Source: an optimization exercise on an open RTL-to-GDS flow (aim: small area, a short achievable clock period and few clock cycles). Production flows keep margins and buffers that such runs may drop.
In this exercise RTL edits were held to simulation tests only and were not proved equivalent to the original.
Power is estimated from default activity; no workload was simulated.

### flow/design.v
module vpk_runcodec (
    input  wire        clk,
    input  wire        rst,
    input  wire        cmd_valid,
    output wire        cmd_ready,
    input  wire        cmd_op,       
    input  wire        cmd_codec,    
    input  wire [6:0]  cmd_w,
    input  wire [7:0]  cmd_n,
    input  wire        in_valid,
    output wire        in_ready,
    input  wire [63:0] in_data,
    output wire        out_valid,
    input  wire        out_ready,
    output wire [63:0] out_data,
    output wire        out_last,
    output wire        rsp_valid,
    output wire [3:0]  rsp_err,
    output wire [10:0] rsp_result
);
    function automatic cmd_ok_f(input op, input codec, input [6:0] w, input [7:0] n);
        reg n_ok, w_le, w_set;
        begin
            n_ok  = (n != 8'd0) && (n <= 8'd128);
            w_le  = codec ? (w <= 7'd64) : (w <= 7'd32);
            w_set = (w <= 7'd12) || (w == 7'd16) || (w == 7'd32) || (codec && (w == 7'd64));
            cmd_ok_f = n_ok && (op ? w_set : w_le);
        end
    endfunction
    function automatic [23:0] pdec(input [6:0] p);
        integer t;
        reg [7:0] gt, eq, ge;
        begin
            for (t = 0; t < 8; t = t + 1) begin
                gt[t] = (t > p[6:3]);
                eq[t] = (t == p[6:3]);
                ge[t] = (t >= p[2:0]);
            end
            pdec = {gt, eq, ge};
        end
    endfunction
    function automatic [5:0] stepf(input op, input err, input flush, input last,
                                   input s_ge64, input s_gt64);
        reg pk, up, useb, spill;
        begin
            pk    = !op && !err && !flush;
            up    = op && !err;
            useb  = up && s_gt64;
            spill = pk && last && s_gt64;
            stepf = {pk || useb, !pk || s_ge64 || last,
                     err || flush || (last && !spill), spill, useb, pk && s_ge64};
        end
    endfunction
    reg        q0v, q0op, q0ok;
    reg [6:0]  q0w;
    reg [7:0]  q0n;
    reg        q1v;       
    wire c_ok = cmd_ok_f(cmd_op, cmd_codec, cmd_w, cmd_n);
    reg         csnew, csop, csok;
    wire        csv = csnew && csok;
    reg  [6:0]  csw;
    reg  [7:0]  csn;
    reg  [13:0] pv;        
    reg  [13:0] c_pv;
    wire [11:0] c_prod = csn * csw[3:0];
    always @(*) begin
        if (!csv) c_pv = 14'd0;
        else if (!csop) c_pv = {csn[7:0], 6'd0};
        else case (csw[6:4])
            3'b100:  c_pv = {csn[7:0], 6'd0};
            3'b010:  c_pv = {1'b0, csn[7:0], 5'd0};
            3'b001:  c_pv = {2'b0, csn[7:0], 4'd0};
            default: c_pv = {2'b0, c_prod};
        endcase
    end
    wire [7:0]  c_words = 8'(pv[13:6] + {7'd0, (pv[5:0] != 6'd0)});
    reg  [8:0]  in_cnt;    
    reg         cnt_nz;
    reg        ev, eop, eerr, eflush, elast;
    reg [6:0]  ew;
    reg [7:0]  en;        
    reg [23:0] pd;        
    reg [7:0]  s;         
    reg [5:0]  ramt;      
    reg [7:0]  k;         
    reg        f_needb, f_wo, f_fin, f_spill, f_useb, f_pkfull;
    reg        bv, b2v;
    reg [63:0] b, b2;     
    reg [63:0] a;         
    reg        ov, olast, orsp, oerr;
    reg [10:0] ores;
    reg [63:0] od;
    reg        rv;
    wire o_free  = !ov || out_ready;
    wire fire    = ev && (!f_needb || bv) && (!f_wo || o_free) && !(f_fin && orsp);
    wire promote = q0v && (!ev || (fire && f_fin));
    wire q0_free = !q0v || promote;
    wire e_upd   = promote || fire;
    assign cmd_ready = !q1v;
    wire cmd_fire = cmd_valid && cmd_ready;
    wire cmd_to_q0 = q0_free && !q1v;
    assign in_ready = !b2v && cnt_nz;
    wire in_fire = in_valid && in_ready;
    wire bfree   = !bv || (fire && f_needb);
    wire [63:0] ones = {64{1'b1}};
    wire [7:0]  pgt = pd[23:16], peq = pd[15:8], pge = pd[7:0];
    wire [7:0]  ugt = pgt & {8{eop}}, ueq = peq & {8{eop}};
    wire [63:0] hmp, hmu;                                     
    genvar gi;
    generate
        for (gi = 0; gi < 64; gi = gi + 1) begin : g_hm
            assign hmp[gi] = pgt[(63 - gi) / 8] | (peq[(63 - gi) / 8] & pge[(63 - gi) % 8]);
            assign hmu[gi] = ugt[(63 - gi) / 8] | (ueq[(63 - gi) / 8] & pge[(63 - gi) % 8]);
        end
    endgenerate
    wire [6:0]  smin = f_pkfull ? 7'd64 : s[6:0];           
    wire [63:0] hms  = ones >> smin;                          
    wire [63:0] lmw  = ~(ones << ew);                         
    wire [63:0] rot_in  = (a & hmu) | (b & ~hmu);
    wire [127:0] rot2   = {rot_in, rot_in} << ramt;
    wire [63:0] rot     = rot2[127:64];
    wire [63:0] m_rot   = eop ? lmw : (hmp & ~hms);
    wire [63:0] m_a     = eop ? 64'd0 : ~hmp;
    wire [63:0] oword   = (rot & m_rot) | (a & m_a);
    wire [63:0] sa      = eop ? 64'd0 : (hmp | {64{f_pkfull}});
    wire [63:0] sk      = eop ? 64'd0 : ~(hmp | {64{f_pkfull}});
    wire [63:0] a_n     = (rot & sa) | (a & sk) | (b & {64{eop}});
    wire        wrapd   = f_useb || f_pkfull;
    wire [6:0]  pos_n   = wrapd ? 7'(s - 8'd64) : s[6:0];
    wire [7:0]  t       = s + {1'b0, ew};
    wire [7:0]  s_n     = wrapd ? (t - 8'd64) : t;
    wire        sn_ge64 = wrapd ? t[7] : (t >= 8'd64);
    wire        sn_gt64 = wrapd ? (t > 8'd128) : (t > 8'd64);
    wire [5:0]  ramt_n  = eop ? (ramt + ew[5:0]) : (ramt - ew[5:0]);
    wire        k_inc   = f_pkfull || f_useb;
    wire [7:0]  k_n     = k + {7'd0, k_inc};
    wire        o_dv    = !eerr && !(!eop && !eflush && elast && (ew == 7'd0));
    wire [6:0]  b_fin   = eop ? pos_n : s[6:0];
    wire [7:0]  k_r     = eop ? k_n : k;
    wire [10:0] res_fin = eerr ? 11'd0 : ({k_r, 3'b000} + {7'd0, 4'((b_fin + 7'd7) >> 3)});
    wire [8:0]  in_tot   = in_cnt + {1'b0, c_words};
    always @(posedge clk) begin
        if (rst) begin
            q0v <= 1'b0; q1v <= 1'b0; csnew <= 1'b0; pv <= 14'd0;
            in_cnt <= 9'd0; cnt_nz <= 1'b0;
            ev <= 1'b0;
            bv <= 1'b0; b2v <= 1'b0;
            ov <= 1'b0; orsp <= 1'b0;
            rv <= 1'b0;
        end else begin
            csnew <= cmd_fire;
            pv   <= c_pv;
            if (cmd_fire && cmd_to_q0) begin
                q0v <= 1'b1;
            end else if (q0_free) begin
                q0v <= q1v;
                q1v <= cmd_fire;
            end else if (cmd_fire) begin
                q1v <= 1'b1;
            end
            in_cnt <= in_tot - {8'd0, in_fire};
            cnt_nz <= in_fire ? (in_tot > 9'd1) : (in_tot != 9'd0);
            if (bfree) bv <= b2v || in_fire;
            if (bfree) b2v <= 1'b0;
            else if (in_fire) b2v <= 1'b1;
            if (promote) ev <= 1'b1;
            else if (fire && f_fin) ev <= 1'b0;
            if (fire && f_wo) begin
                ov    <= o_dv;
                olast <= f_fin;
                orsp  <= f_fin;
                if (f_fin) begin
                    oerr <= eerr;
                    ores <= res_fin;
                end
            end else if (o_free) begin
                ov   <= 1'b0;
                orsp <= 1'b0;
            end
            rv <= orsp && o_free;
        end
        if (promote) begin
            eop    <= q0op;
            eerr   <= !q0ok;
            eflush <= 1'b0;
            elast  <= (q0n == 8'd1);
            ew     <= q0w;
            en     <= q0n;
            pd     <= q0op ? pdec(7'd64) : pdec(7'd0);
            s      <= q0op ? (8'd64 + {1'b0, q0w}) : {1'b0, q0w};
            ramt   <= q0op ? q0w[5:0] : (6'd0 - q0w[5:0]);
            k      <= q0op ? 8'hFF : 8'd0;
            {f_needb, f_wo, f_fin, f_spill, f_useb, f_pkfull} <=
                stepf(q0op, !q0ok, 1'b0, q0n == 8'd1, q0op || q0w[6], q0op ? (q0w != 7'd0) : 1'b0);
        end else if (fire) begin
            k   <= k_n;
            pd  <= pdec(pos_n);
            if (f_spill) begin
                eflush <= 1'b1;
                s      <= {1'b0, pos_n};
                {f_needb, f_wo, f_fin, f_spill, f_useb, f_pkfull} <= 6'b011000;
            end else begin
                en    <= en - 8'd1;
                elast <= (en == 8'd2);
                s     <= s_n;
                ramt  <= ramt_n;
                {f_needb, f_wo, f_fin, f_spill, f_useb, f_pkfull} <=
                    stepf(eop, eerr, eflush, en == 8'd2, sn_ge64, sn_gt64);
            end
        end
        if (cmd_fire && cmd_to_q0) begin
            q0op <= cmd_op; q0ok <= c_ok; q0w <= cmd_w; q0n <= cmd_n;
        end else if (q0_free && q1v) begin
            q0op <= csop; q0ok <= csok; q0w <= csw; q0n <= csn;
        end
        if (cmd_fire) begin
            csop <= cmd_op; csok <= c_ok; csw <= cmd_w; csn <= cmd_n;
        end
        if (bfree) b <= b2v ? b2 : in_data;
        if (!bfree && in_fire) b2 <= in_data;
        if (fire && f_needb) a <= a_n;
        if (fire && f_wo) od <= oword;
    end
    assign out_valid  = ov;
    assign out_data   = od;
    assign out_last   = olast;
    assign rsp_valid  = rv;
    assign rsp_err    = {2'b00, oerr, 1'b0};
    assign rsp_result = ores;
endmodule
### flow/flow/run.sh
#!/bin/bash
# The standard layout (the standard.sh, all steps), except that the port
# buffers are buf_1 cells instead of the delay cells buffer_ports picks by
# default. Every port still gets its buffer. The make output goes to
# standard.log; ORFS keeps each step's own log under orfs/logs/.
set -euo pipefail
export BUFFER_PORTS_ARGS="-buffer_cell sky130_fd_sc_hd__buf_1"
bash standard.sh finish > standard.log 2>&1
### flow/standard.sh
#!/bin/bash
# synth_recipe.tcl (not shown) runs the flow's synth.tcl, then flattens the netlist and writes it again
# the make line also repeats each setting of config.mk as NAME=value (left out here)
make -C /OpenROAD-flow-scripts/flow DESIGN_CONFIG=/design/flow/config.mk WORK_HOME=/design/flow/orfs CLKGATE_MAP_FILE= SYNTH_SCRIPT=/design/flow/synth_recipe.tcl "${@:-finish}"
### flow/config.mk
export PLATFORM = sky130hd
export DESIGN_NAME = vpk_runcodec
export DESIGN_NICKNAME = vpk_runcodec
export VERILOG_FILES = /design/flow/design.v
export SDC_FILE = /design/flow/constraint.sdc
export NUM_CORES = 4
export LEC_CHECK = 0
export ABC_AREA = 1
export CAP_MARGIN = 20
export CORE_MARGIN = 2
export CORE_UTILIZATION = 50
export PLACE_DENSITY = 0.65
export SETUP_SLACK_MARGIN = 5
export SLEW_MARGIN = 20
### flow/constraint.sdc
create_clock -name core_clock -period 8.0 [get_ports {clk}]
set_input_delay 1.6000 -clock core_clock [delete_from_list [all_inputs] [get_ports {clk}]]
set_output_delay 1.6000 -clock core_clock [all_outputs]
set_load 0.01 [all_outputs]
==> results of run 1 <==
-- sequential cells by signal, summed over array words and instances, names as in the netlist, 6 cells and up --
name    cells
a          64
b2         64
b          64
od         64
pd         22
pv         14
ores       11
in_cnt      9
csn         8
en          8
k           8
q0n         8
s           8
csw         7
ew          7
q0w         7
ramt        6
-- critical path, cell delays in order, from the launching register on --
cell and delay [ns]:
edfxtp_1 0.47, buf_6 0.16, nand2_1 0.07, fa_1 0.52, inv_1 0.05, fa_1 0.48
ha_4 0.32, nand2_1 0.05, o211ai_1 0.28, nand4_1 0.18, o211ai_1 0.16, xor2_1 0.20
nand2_1 0.07, a31oi_1 0.14
-- per-stage QoR --
step	instance area, um^2	util [%]	hold slack [ns]	cells
2_1_floorplan	28000	-	0.424	3758
3_3_place_gp	29000	52.6	0.467	4508
3_5_place_dp	29000	52.6	0.464	4508
4_1_cts	31000	56.2	0.485	4611
5_1_grt	32600	59.0	0.525	4678
6_report	32600	59.0	0.487	4682
-- cells by family after synthesis --
family	after synthesis	synth area share, %
simple gates	2146	34.7
buf+inv	648	9.25
compound gates	442	8.93
flops	405	42.2
fa+ha+maj	72	3.62
xor+xnor	41	1.28
other cells	1	0.0134
mux	1	0.0357
-- layer usage --
| metal | routed length [um] | global-route usage [%] | part of all wire (%) | up-vias |
|---|---|---|---|---|
| met2 | 52100 | 60.4 | 39 | 2279 |
| met3 | 19500 | 14.4 | 15 | 512 |
| met5 | 44 | 0 | 0.033 | - |
| met4 | 10300 | 26.6 | 7.8 | 8 |
| li1 | - | - | - | 13300 |
| met1 | 50200 | 59.3 | 38 | 14100 |
-- layout make-up --
cell class | instances | share of cell area (%)
antenna | 4 | 0.0307
clock buffer | 53 | 3.58
clock inverter | 28 | 0.995
inverter | 444 | 5.32
multi-input combinational | 2706 | 45.0
sequential | 405 | 36.3
tap | 748 | 2.87
timing repair buffer | 294 | 5.89
-- how the worst max path moves through the flow --
stage,start,end,cells past startpoint
detailed placement,out_ready,a[34]$_DFFE_PP_,6
global route,csw[2]$_DFFE_PP_,pv[10]$_SDFF_PP0_,13
global placement,out_ready,a[34]$_DFFE_PP_,6
floorplan,out_ready,b2[0]$_DFFE_PP_,5
CTS,f_pkfull$_DFFE_PP_,ores[9]$_SDFFCE_PP0P_,15
finish,csw[2]$_DFFE_PP_,pv[10]$_SDFF_PP0_,13
-- power groups by stage --
stage	sequential [mW]	combinational (mW)	clock (mW)
2_1_floorplan	2.75	1.82	0
3_3_place_gp	2.83	2.85	0
3_5_place_dp	2.83	2.86	0
4_1_cts	2.79	2.95	2.14
5_1_grt	2.80	3.53	2.22
6_report	2.80	3.38	2.14
-- layout by cell type, fill, tap and decap left out, types with 9 or more instances in the layout --
master	instances
a21oi_1	145
a221oi_1	9
a22oi_1	9
a31oi_1	16
buf_1	165
buf_4	99
buf_6	12
clkbuf_16	50
clkinv_2	10
dfxtp_1	32
edfxtp_1	371
fa_1	12
ha_1	39
ha_4	16
inv_1	413
inv_2	16
nand2_1	693
nand2_2	15
nand2_4	15
nand3_1	1084
nand3_2	70
nand4_1	18
nor2_1	180
nor2_4	13
nor3_1	24
o211ai_1	23
o21ai_0	153
o22ai_1	24
xor2_1	28
-- what timing repair did --
item                       in CTS  in global routing
gates cloned                    4                  5
resized for setup              74                189
setup buffers                  18                 62
setup endpoints to repair     287                315
pin swaps                      19                 53
==> qor.yml, run 1 <==
timing:
  period_needed_ns: 3.22
  finalCritPeriodShare_pct: 40.2
  worst_pin_slew_ns: 1.09
  maxSlewHeadroom_pct: 27.0
  fin_ws_ns: 4.78
  slew_violations: 0
  hold_viol: 0
  setup_viol: 0
  rsz0062_at_grt: "true"
  finalSetupTns_ns: 0
  fmax_mhz: 311
  fin_skew_ns: 0.0269
global_route:
  grt_overflow_total: 0
  grt_pass1_wl_mm: 182
  gr-usage-all-layers_pct: 43.8
  grt_max_degree: 102
  grt_antenna_before_repair: 6
  first_global_vias: 26600
synth:
  synth_ff_type: "edfxtp_1"
  avgSynthCellArea_um2: 7.46
  yosysTopAreaCell: "edfxtp_1"
  yosysTopAreaCellShare_pct: 39.8
  synthArstFlopShare_pct: 0
  yosysWarnings: 1
  synth_edf_count: 371
  synthCells: 3756
  yosys-top-cells-area: "edfxtp_1 (40%), nand3_1 (21%), nand2_1 (9.5%)"
  synthesis.area_um2: 28000
  synth-seq-cells: 405
  yosysSeqAreaShare_pct: 42.2
  synth.most_common_cell: "nand3_1"
  ys_types: 54
  synth_commonest_cells: "nand3_1 (1159), nand2_1 (712), inv_1 (422)"
power:
  p_leak_nw: 14.2
  comb_power_share_pct: 40.6
  p_sw_share_pct: 42.9
  power_switching_mw: 3.57
  internal-power_mw: 4.75
  p_clk_share_pct: 25.8
  power_mw: 8.32
  seq_power_share_pct: 33.6
  power_density_nw_per_um2: 255
  ir_drop_mv: 0.199
floorplanning:
  dieHeight_um: 241
  dieArea_um2: 57900
  die_x_um: 241
  boundaryPins: 170
  core-area_um2: 55200
  num_rows: 86
  initial_core_util_pct: 50.7
place:
  gp_congestion: 1.10
  io_buffer_count: 166
  pre_cts_slack_ns: 3.95
  dp_hpwl_mm: 93.6
final_layout:
  syn_to_final_growth_pct: 16.3
  layout.nets: 4054
  nFillCells: 5066
  seqCellArea_um2: 11800
  drive_above_1_share_pct: 10.5
  multi_input_area_um2: 14600
setup_path:
  cp_max_fo: 5
  cp.arrival_ns: 3.77
  critPathLaunchType: "register"
  end_kind: "register"
  required_ns: 8.55
  r2r_slack_ns: 4.78
  r2r-start: "csw[2]$_DFFE_PP_"
  critical_path_class: "reg -> reg"
  reg2reg_to: "pv[10]$_SDFF_PP0_"
  r2r_cells: 13
routing:
  vias_per_cell: 6.44
  drtIter0Drc: 4921
  drc: 0
  firstDrtPassIters: 9
  wl_per_cell_um: 28.2
  antenna_left: 0
  totalWireLength_mm: 132
  vias: 30100
clock_tree:
  clock-root-buffer: "clkbuf_16"
  cts_buffers: 45
  path_clk_slew_ns: 0.07
  insertion_delay_ns: 0.63
  postCtsHoldBufs: 0
  cts_max_path_buffers: 3
  cts_sinks: 405
  cts_tree: "built"
  h-tree-depth: 2
job:
  maxCapViolCount: 0
min_path:
  min-delay-path-class: "reg -> reg"
  min_from: "orsp$_SDFFE_PP0P_"
  worstHoldEndpoint: "orsp$_SDFFE_PP0P_"
  whs_path_depth: 2
outcome:
  status: "no timing/DRC/antenna violations"
Testbench counts, summed over its fixed seeds: cycles 62,950.
==> run 2, diff against run 1 <==
--- a/flow/design.v
+++ b/flow/design.v
@@ -77,6 +77,7 @@
     reg  [8:0]  in_cnt;    
     reg         cnt_nz;
     reg        ev, eop, eerr, eflush, elast;
+    reg        eup;       
     reg [6:0]  ew;
     reg [7:0]  en;        
     reg [23:0] pd;        
@@ -104,7 +105,7 @@
     wire bfree   = !bv || (fire && f_needb);
     wire [63:0] ones = {64{1'b1}};
     wire [7:0]  pgt = pd[23:16], peq = pd[15:8], pge = pd[7:0];
-    wire [7:0]  ugt = pgt & {8{eop}}, ueq = peq & {8{eop}};
+    wire [7:0]  ugt = pgt & {8{eup}}, ueq = peq & {8{eup}};
     wire [63:0] hmp, hmu;                                     
     genvar gi;
     generate
@@ -113,7 +114,7 @@
             assign hmu[gi] = ugt[(63 - gi) / 8] | (ueq[(63 - gi) / 8] & pge[(63 - gi) % 8]);
         end
     endgenerate
-    wire [6:0]  smin = f_pkfull ? 7'd64 : s[6:0];           
+    wire [6:0]  smin = (s[7] | s[6]) ? 7'd64 : s[6:0];
     wire [63:0] hms  = ones >> smin;                          
     wire [63:0] lmw  = ~(ones << ew);                         
     wire [63:0] rot_in  = (a & hmu) | (b & ~hmu);
@@ -143,7 +144,7 @@
         if (rst) begin
             q0v <= 1'b0; q1v <= 1'b0; csnew <= 1'b0; pv <= 14'd0;
             in_cnt <= 9'd0; cnt_nz <= 1'b0;
-            ev <= 1'b0;
+            ev <= 1'b0; eup <= 1'b0;
             bv <= 1'b0; b2v <= 1'b0;
             ov <= 1'b0; orsp <= 1'b0;
             rv <= 1'b0;
@@ -163,8 +164,13 @@
             if (bfree) bv <= b2v || in_fire;
             if (bfree) b2v <= 1'b0;
             else if (in_fire) b2v <= 1'b1;
-            if (promote) ev <= 1'b1;
-            else if (fire && f_fin) ev <= 1'b0;
+            if (promote) begin
+                ev  <= 1'b1;
+                eup <= q0op;
+            end else if (fire && f_fin) begin
+                ev  <= 1'b0;
+                eup <= 1'b0;
+            end
             if (fire && f_wo) begin
                 ov    <= o_dv;
                 olast <= f_fin;
==> flow/flow/run.sh (replaced) <==
#!/bin/bash
# The standard layout (the standard.sh, all steps), except that the port
# buffers are buf_2 cells instead of the delay cells buffer_ports picks by
# default. Every port still gets its buffer. The make output goes to
# standard.log; ORFS keeps each step's own log under orfs/logs/.
set -euo pipefail
export BUFFER_PORTS_ARGS="-buffer_cell sky130_fd_sc_hd__buf_2"
bash standard.sh finish > standard.log 2>&1
==> run 2 against run 1 <==
Compared with the run above: fmax increased by 3.4%; worst setup slack improved by 0.11 ns; cell count increased by 0.19%; first-iteration DRC count increased by 9.6%; global-route usage increased by 3.3 points; worst hold slack improved by 0.014 ns; via count increased by 2.0%; area after synthesis decreased by 0.25%; clock power increased by 2%; flip-flop and latch count increased by 1; largest cell class unchanged; largest power group unchanged; highest routed layer unchanged.
==> qor.yml, run 2 <==
routing:
  vias: 30800
  drtIter0Drc: 5392
  wl_per_cell_um: 29.8
  firstDrtPassIters: 10
  drc: 0
  totalWireLength_mm: 140
  antenna_left: 0
  vias_per_cell: 6.56
clock_tree:
  cts_tree: "built"
  insertion_delay_ns: 0.65
  postCtsHoldBufs: 0
  cts_buffers: 46
  cts_max_path_buffers: 3
  clock-root-buffer: "clkbuf_16"
  path_clk_slew_ns: 0.06
  h-tree-depth: 2
  cts_sinks: 406
timing:
  fin_ws_ns: 4.89
  maxSlewHeadroom_pct: 13.4
  period_needed_ns: 3.11
  whs_ns: 0.501
  slew_violations: 0
  worst_pin_slew_ns: 1.30
  fin_skew_ns: 0.0400
  setup_viol: 0
  rsz0062_at_grt: "true"
  finalSetupTns_ns: 0
  hold_viol: 0
  finalCritPeriodShare_pct: 38.9
  fmax_mhz: 321
synth:
  synthCells: 3739
  synthArstFlopShare_pct: 0
  synthesis.area_um2: 27900
  yosysTopAreaCell: "edfxtp_1"
  avgSynthCellArea_um2: 7.47
  synth.most_common_cell: "nand3_1"
  synth_edf_count: 371
  synth-seq-cells: 406
  synth_commonest_cells: "nand3_1 (1160), nand2_1 (694), inv_1 (438)"
  yosys-top-cells-area: "edfxtp_1 (40%), nand3_1 (21%), nand2_1 (9.3%)"
  yosysSeqAreaShare_pct: 42.4
  ys_types: 52
  synth_ff_type: "edfxtp_1"
  yosysTopAreaCellShare_pct: 39.9
  yosysWarnings: 1
global_route:
  use_met3_pct: 18.8
  grt_antenna_before_repair: 6
  gr-usage-all-layers_pct: 47.1
  grt_pass1_wl_mm: 193
  grt_max_degree: 87
  top_usage_layer: "met2"
  grt_overflow_total: 0
  gr-usage-met1_pct: 62.8
  first_global_vias: 27600
  grt_util_met2_pct: 63.8
place:
  dp_hpwl_mm: 99.9
  pre_cts_slack_ns: 3.73
  postPlaceCellArea_um2: 29300
  gp_congestion: 1.12
  io_buffer_count: 166
floorplanning:
  dieArea_um2: 57800
  boundaryPins: 170
  dieHeight_um: 240
  initial_core_util_pct: 50.6
  core-area_um2: 55200
  die_x_um: 240
  num_rows: 86
power:
  p_leak_nw: 14.7
  power_density_nw_per_um2: 258
  ir_drop_mv: 0.242
final_layout:
  seqCellArea_um2: 11900
  layout.nets: 4059
  syn_to_final_growth_pct: 17.1
  mostFrequentLayoutCells: "nand3_1 (1123), nand2_1 (671), inv_1 (419)"
  nFillCells: 5019
  multi_input_area_um2: 14400
  drive_above_1_share_pct: 14.5
  layout_commonest_cell: "nand3_1"
  final_cell_area_um2: 32700
setup_path:
  r2r_cells: 9
  cp_slowest_cell: "buf_4"
  end_kind: "register"
  cpMostUsedCell: "nand3_1"
  critical_path_class: "reg -> reg"
  cpPeakStageDelay_ns: 0.51
  cp_max_fo: 35
  worstPathCellList: "buf_4 > buf_4 > nand3_1 > nand3_1 > nand3_1 > nand3_1 > nand3_1 > nand3_1 > nand2_1"
  cp.arrival_ns: 3.48
  required_ns: 8.37
  critPathLaunchType: "register"
min_path:
  min-delay-path-class: "reg -> reg"
  whs_path_depth: 2
outcome:
  status: "no timing/DRC/antenna violations"
job:
  maxCapViolCount: 0
## run 2: cell types whose count changed after synthesis, sizes merged, moves of 6 or more
cell	previous run	this run
o211ai	23	30
nand2	724	709
clkinv	10	4
buf	108	97
o21ai	167	155
inv	434	450
xor2	32	38
## run 2: what timing repair did
item,4_1_cts,5_1_grt
setup buffers,41,51
hold endpoints to repair,0,0
gates resized for setup,75,157
setup endpoints to repair,266,147
pin swaps,19,62
cloned,4,2
## run 2: worst paths after layout
check,from,to,slack (ns)
setup / recovery,ramt[1]$_DFFE_PP_,od[20]$_DFFE_PP_,4.89
setup reg to reg,ramt[1]$_DFFE_PP_,od[20]$_DFFE_PP_,4.89
hold / removal,orsp$_SDFFE_PP0P_,rv$_SDFF_PP0_,0.50
hold reg to reg,orsp$_SDFFE_PP0P_,rv$_SDFF_PP0_,0.50
## run 2: where the power goes
part	internal, mW	total [mW]	leakage [nW]	switching [mW]
Combinational	0.911	3.42	10.1	2.51
Sequential	2.62	2.81	3.80	0.190
Clock	1.23	2.19	0.743	0.967
## run 2: area by class of cell
type | instances | share of cell area, %
clock inverters | 28 | 0.941
inverters | 454 | 5.45
repair buffers | 307 | 6.66
well taps | 748 | 2.86
multi-input cells | 2686 | 44.1
clock buffers | 57 | 3.74
diodes | 5 | 0.0383
flip-flops and latches | 406 | 36.2
## run 2: routing by layer
layer | up-vias | wire length [um]
met5 | - | 178
met2 | 2593 | 54200
met1 | 14300 | 52100
met4 | 10 | 10900
met3 | 604 | 22400
li1 | 13300 | -
## run 2: critical path, delay by kind of cell, from the launching register on
| kind | cells | cell delay (ns) |
|---|---|---|
| and+or+nand+nor | 7 | 1.53 |
| buffers and inverters | 2 | 0.92 |
| DFF | 1 | 0.34 |
## run 2: per-stage QoR
step	utilization [%]	cells	power (mW)
floorplan	-	3741	4.54
finish	59.2	4691	8.42
global placement	53.0	4503	5.75
detailed placement	53.0	4503	5.75
CTS	57.2	4633	8.01
global route	59.2	4688	8.62
## run 2: logic make-up (layout without fill, tap and decap cells)
| logic type | count (synthesis) | after routing | share of synthesized area (%) |
|---|---|---|---|
| AND/OR/NAND/NOR | 2130 | 2133 | 34.6 |
| buffers and inverters | 652 | 846 | 9.11 |
| AO/OA/AOI/OAI | 431 | 431 | 8.79 |
| flip-flops | 406 | 406 | 42.4 |
| adder cells (fa/ha/maj) | 72 | 72 | 3.63 |
| XOR/XNOR | 46 | 46 | 1.44 |
| other | 1 | 8 | 0.0134 |
| multiplexers | 1 | 1 | 0.0358 |
Testbench counts of run 2, summed over its fixed seeds: cycles 62,950.
==> run 3, diff against run 2 <==
==> flow/run.sh (new file) <==
#!/bin/bash
# synth_recipe.tcl (not shown) runs the flow's synth.tcl, then flattens the netlist and writes it again
# the make line also repeats each setting of config.mk as NAME=value (left out here)
make -C /OpenROAD-flow-scripts/flow DESIGN_CONFIG=/design/flow/config.mk WORK_HOME=/design/flow/orfs CLKGATE_MAP_FILE= SYNTH_SCRIPT=/design/flow/synth_recipe.tcl finish
--- a/flow/config.mk
+++ b/flow/config.mk
@@ -9,6 +9,8 @@
 export CAP_MARGIN = 20
 export CORE_MARGIN = 2
 export CORE_UTILIZATION = 50
+export CTS_CLUSTER_DIAMETER = 60
+export CTS_CLUSTER_SIZE = 25
 export PLACE_DENSITY = 0.65
 export SETUP_SLACK_MARGIN = 5
 export SLEW_MARGIN = 20
removed: flow/flow/run.sh
removed: flow/standard.sh
==> run 3 against run 2 <==
Compared with the run above: via count rose by 3.7%; cell count fell by 0.23%; fmax fell by 3.6%; register-to-register slack got worse by 0.12 ns; wire length rose by 3.3%; largest power group unchanged.
==> qor.yml, run 3 <==
outcome:
  status: "no timing/DRC/antenna violations"
clock_tree:
  insertion_delay_ns: 0.63
  cts_max_path_buffers: 3
  clock-root-buffer: "clkbuf_16"
  cts_tree: "built"
  h-tree-depth: 2
  cts_sinks: 406
  cts_buffers: 39
  postCtsHoldBufs: 0
  path_clk_slew_ns: 0.08
synth:
  yosysTopAreaCellShare_pct: 39.9
  yosys.area_share.simple_pct: 34.6
  synth_edf_count: 371
  ys_types: 52
  synth_fa_ha_area_share_pct: 3.63
  synth_top_family_by_area: "simple AND/OR/NAND/NOR gates"
  avgSynthCellArea_um2: 7.47
  synth_compound_area_share_pct: 8.79
  synthCells: 3739
  synth_ff_type: "edfxtp_1"
  synth_commonest_cells: "nand3_1 (1160), nand2_1 (694), inv_1 (438)"
  yosysSeqAreaShare_pct: 42.4
  yosysWarnings: 1
  yosys-top-cells-area: "edfxtp_1 (40%), nand3_1 (21%), nand2_1 (9.3%)"
  synth.most_common_cell: "nand3_1"
  synth-xor-area-share_pct: 1.44
  yosysTopAreaCell: "edfxtp_1"
  synth-seq-cells: 406
  synthesis.area_um2: 27900
  synthArstFlopShare_pct: 0
  synth_mux_area_share_pct: 0.0358
timing:
  fin_ws_ns: 4.77
  fmax_mhz: 310
  slew_violations: 0
  period_needed_ns: 3.23
  setup_viol: 0
  fin_skew_ns: 0.0566
  maxSlewHeadroom_pct: 23.4
  finalCritPeriodShare_pct: 40.4
  worst_pin_slew_ns: 1.15
  rsz0062_at_grt: "true"
  finalSetupTns_ns: 0
  hold_viol: 0
min_path:
  min-delay-path-class: "reg -> reg"
power:
  p_leak_nw: 14.7
  power_switching_mw: 3.74
  power_mw: 8.31
  seq_power_share_pct: 33.9
  power_density_nw_per_um2: 250
  p_sw_share_pct: 45.0
  comb_power_share_pct: 41.4
  ir_drop_mv: 0.220
  p_clk_share_pct: 24.7
  internal-power_mw: 4.57
setup_path:
  cp.arrival_ns: 3.75
  cp_max_fo: 4
  cp_slowest_cell: "fa_1"
  critPathLaunchType: "register"
  critical_path_class: "reg -> reg"
  cpMostUsedCell: "fa_1"
  worstPathCellList: "buf_6 > nand2_4 > fa_1 > inv_2 > fa_1 > ha_4 > nand3_2 > nand3b_1 > and2_4 > o21ai_2 > nand2_1 > a21oi_2 > o21ai_1 > a21oi_1"
  cpPeakStageDelay_ns: 0.56
  end_kind: "register"
  worst-path-buf-inv: 2
  r2r_slack_ns: 4.77
  required_ns: 8.52
  path_delay_family: "adder cells"
routing:
  totalWireLength_mm: 144
  drc: 0
  drtIter0Drc: 5747
  vias: 31900
  wl_per_cell_um: 30.8
  firstDrtPassIters: 14
  antenna_left: 0
  vias_per_cell: 6.81
place:
  io_buffer_count: 166
  pre_cts_slack_ns: 3.56
  gp_congestion: 1.14
  dp_hpwl_mm: 102
global_route:
  first_global_vias: 28900
  grt_antenna_before_repair: 16
  grt_max_degree: 92
  gr-usage-all-layers_pct: 48.2
  grt_overflow_total: 0
  grt_pass1_wl_mm: 198
final_layout:
  multi_input_area_um2: 14300
  nFillCells: 4749
  drive_above_1_share_pct: 10.1
  layout_commonest_cell: "nand3_1"
  fin_util_pct: 60.2
  syn_to_final_growth_pct: 19.0
  mostFrequentLayoutCells: "nand3_1 (1129), nand2_1 (674), inv_1 (422)"
  layout.nets: 4055
  seqCellArea_um2: 11900
floorplanning:
  dieHeight_um: 240
  die_x_um: 240
  core-area_um2: 55200
  num_rows: 86
  initial_core_util_pct: 50.6
  boundaryPins: 170
  dieArea_um2: 57800
job:
  maxCapViolCount: 0
[run 3: layout make-up]
cell class / instances / share of cell area, %
clock inverter: 27 / 1.09
sequential: 406 / 35.6
tap: 748 / 2.81
antenna: 5 / 0.0376
timing repair buffer: 310 / 8.95
timing repair inverter: 1 / 0.0263
clock buffer: 44 / 3.12
inverter: 454 / 5.30
multi-input combinational: 2685 / 43.0
[run 3: repair_timing]
item / in CTS / in global routing
pin swaps: 26 / 41
setup buffers: 55 / 41
cloned: 6 / 2
setup endpoints to repair: 634 / 208
resized for setup: 183 / 121
[run 3: power groups by stage]
| stage | clock network [mW] | logic (mW) | registers [mW] |
|---|---|---|---|
| 6_report | 2.05 | 3.44 | 2.82 |
| 4_1_cts | 2.03 | 3.07 | 2.80 |
| 2_1_floorplan | 0 | 1.79 | 2.75 |
| 5_1_grt | 2.10 | 3.54 | 2.82 |
| 3_5_place_dp | 0 | 2.94 | 2.86 |
| 3_3_place_gp | 0 | 2.90 | 2.86 |
[run 3: path summary, 6_finish.rpt]
kind	cells after the start	startpoint	to
setup / recovery	14	csw[1]$_DFFE_PP_	pv[8]$_SDFF_PP0_
hold / removal	0	q0w[3]$_DFFE_PP_	ew[3]$_DFFE_PP_
setup reg to reg	14	csw[1]$_DFFE_PP_	pv[8]$_SDFF_PP0_
hold reg to reg	0	q0w[3]$_DFFE_PP_	ew[3]$_DFFE_PP_
[run 3: kinds of logic (layout without fill, tap and decap cells)]
logic type | after synthesis | in the layout
other cells | 1 | 8
xor+xnor | 46 | 46
mux | 1 | 1
fa+ha+maj | 72 | 72
compound gates | 431 | 431
simple gates | 2130 | 2132
buf+inv | 652 | 836
flops | 406 | 406
[run 3: worst register-to-register path, cell delays in order (launching register included)]
cell and delay, ns:
edfxtp_1 0.47, buf_6 0.17, nand2_4 0.05, fa_1 0.56
inv_2 0.04, fa_1 0.56, ha_4 0.24, nand3_2 0.07
nand3b_1 0.12, and2_4 0.19, o21ai_2 0.17, nand2_1 0.13
a21oi_2 0.15, o21ai_1 0.08, a21oi_1 0.14
[run 3: metal layers]
| layer | vias up | wire length (um) | track usage (%) |
|---|---|---|---|
| met5 | - | 249 | 0 |
| met4 | 22 | 12500 | 32.5 |
| met3 | 734 | 22700 | 19.4 |
| met2 | 2989 | 56800 | 65.5 |
| met1 | 14900 | 52100 | 62.5 |
| li1 | 13200 | - | - |
[run 3: metrics by stage]
step | std cells | area [um^2] | hold WS, ns
3_5_place_dp | 4500 | 30100 | 0.441
6_report | 4680 | 33300 | 0.463
2_1_floorplan | 3741 | 28000 | 0.426
3_3_place_gp | 4500 | 30100 | 0.439
5_1_grt | 4675 | 33200 | 0.479
4_1_cts | 4632 | 32400 | 0.458

separate check: timing with driven ports:
In the flow no input, the clock included, has a driving cell. The finished layouts below were timed again as built, in two steps.
Step 1, drivers: a clkbuf_16 drives clk and a buf_2 each remaining input, both assumed.
Step 2 also shifts input and output timing later by t, the mid clock arrival at the registers, as if the neighbouring blocks saw the same clock.
Slacks: no drivers / after step 1 / after step 2; pairs: no drivers / after step 1.
| run | shift t [ns] | setup WS [ns] | worst setup path after step 2 | worst data-port slew with drivers (ns) |
|---|---|---|---|---|
| run 1 | 0.682 | 4.783 / 4.783 / 4.340 | input to register | 0.07 |
| run 2 | 0.691 | 4.889 / 4.889 / 4.454 | input to register | 0.08 |
| run 3 | 0.663 | 4.772 / 4.772 / 4.417 | input to register | 0.06 |
After both steps setup and hold are still met in every run listed. The setup slack of run 1, which loses most, moves by 0.000 ns with the drivers and by -0.443 ns with both steps.
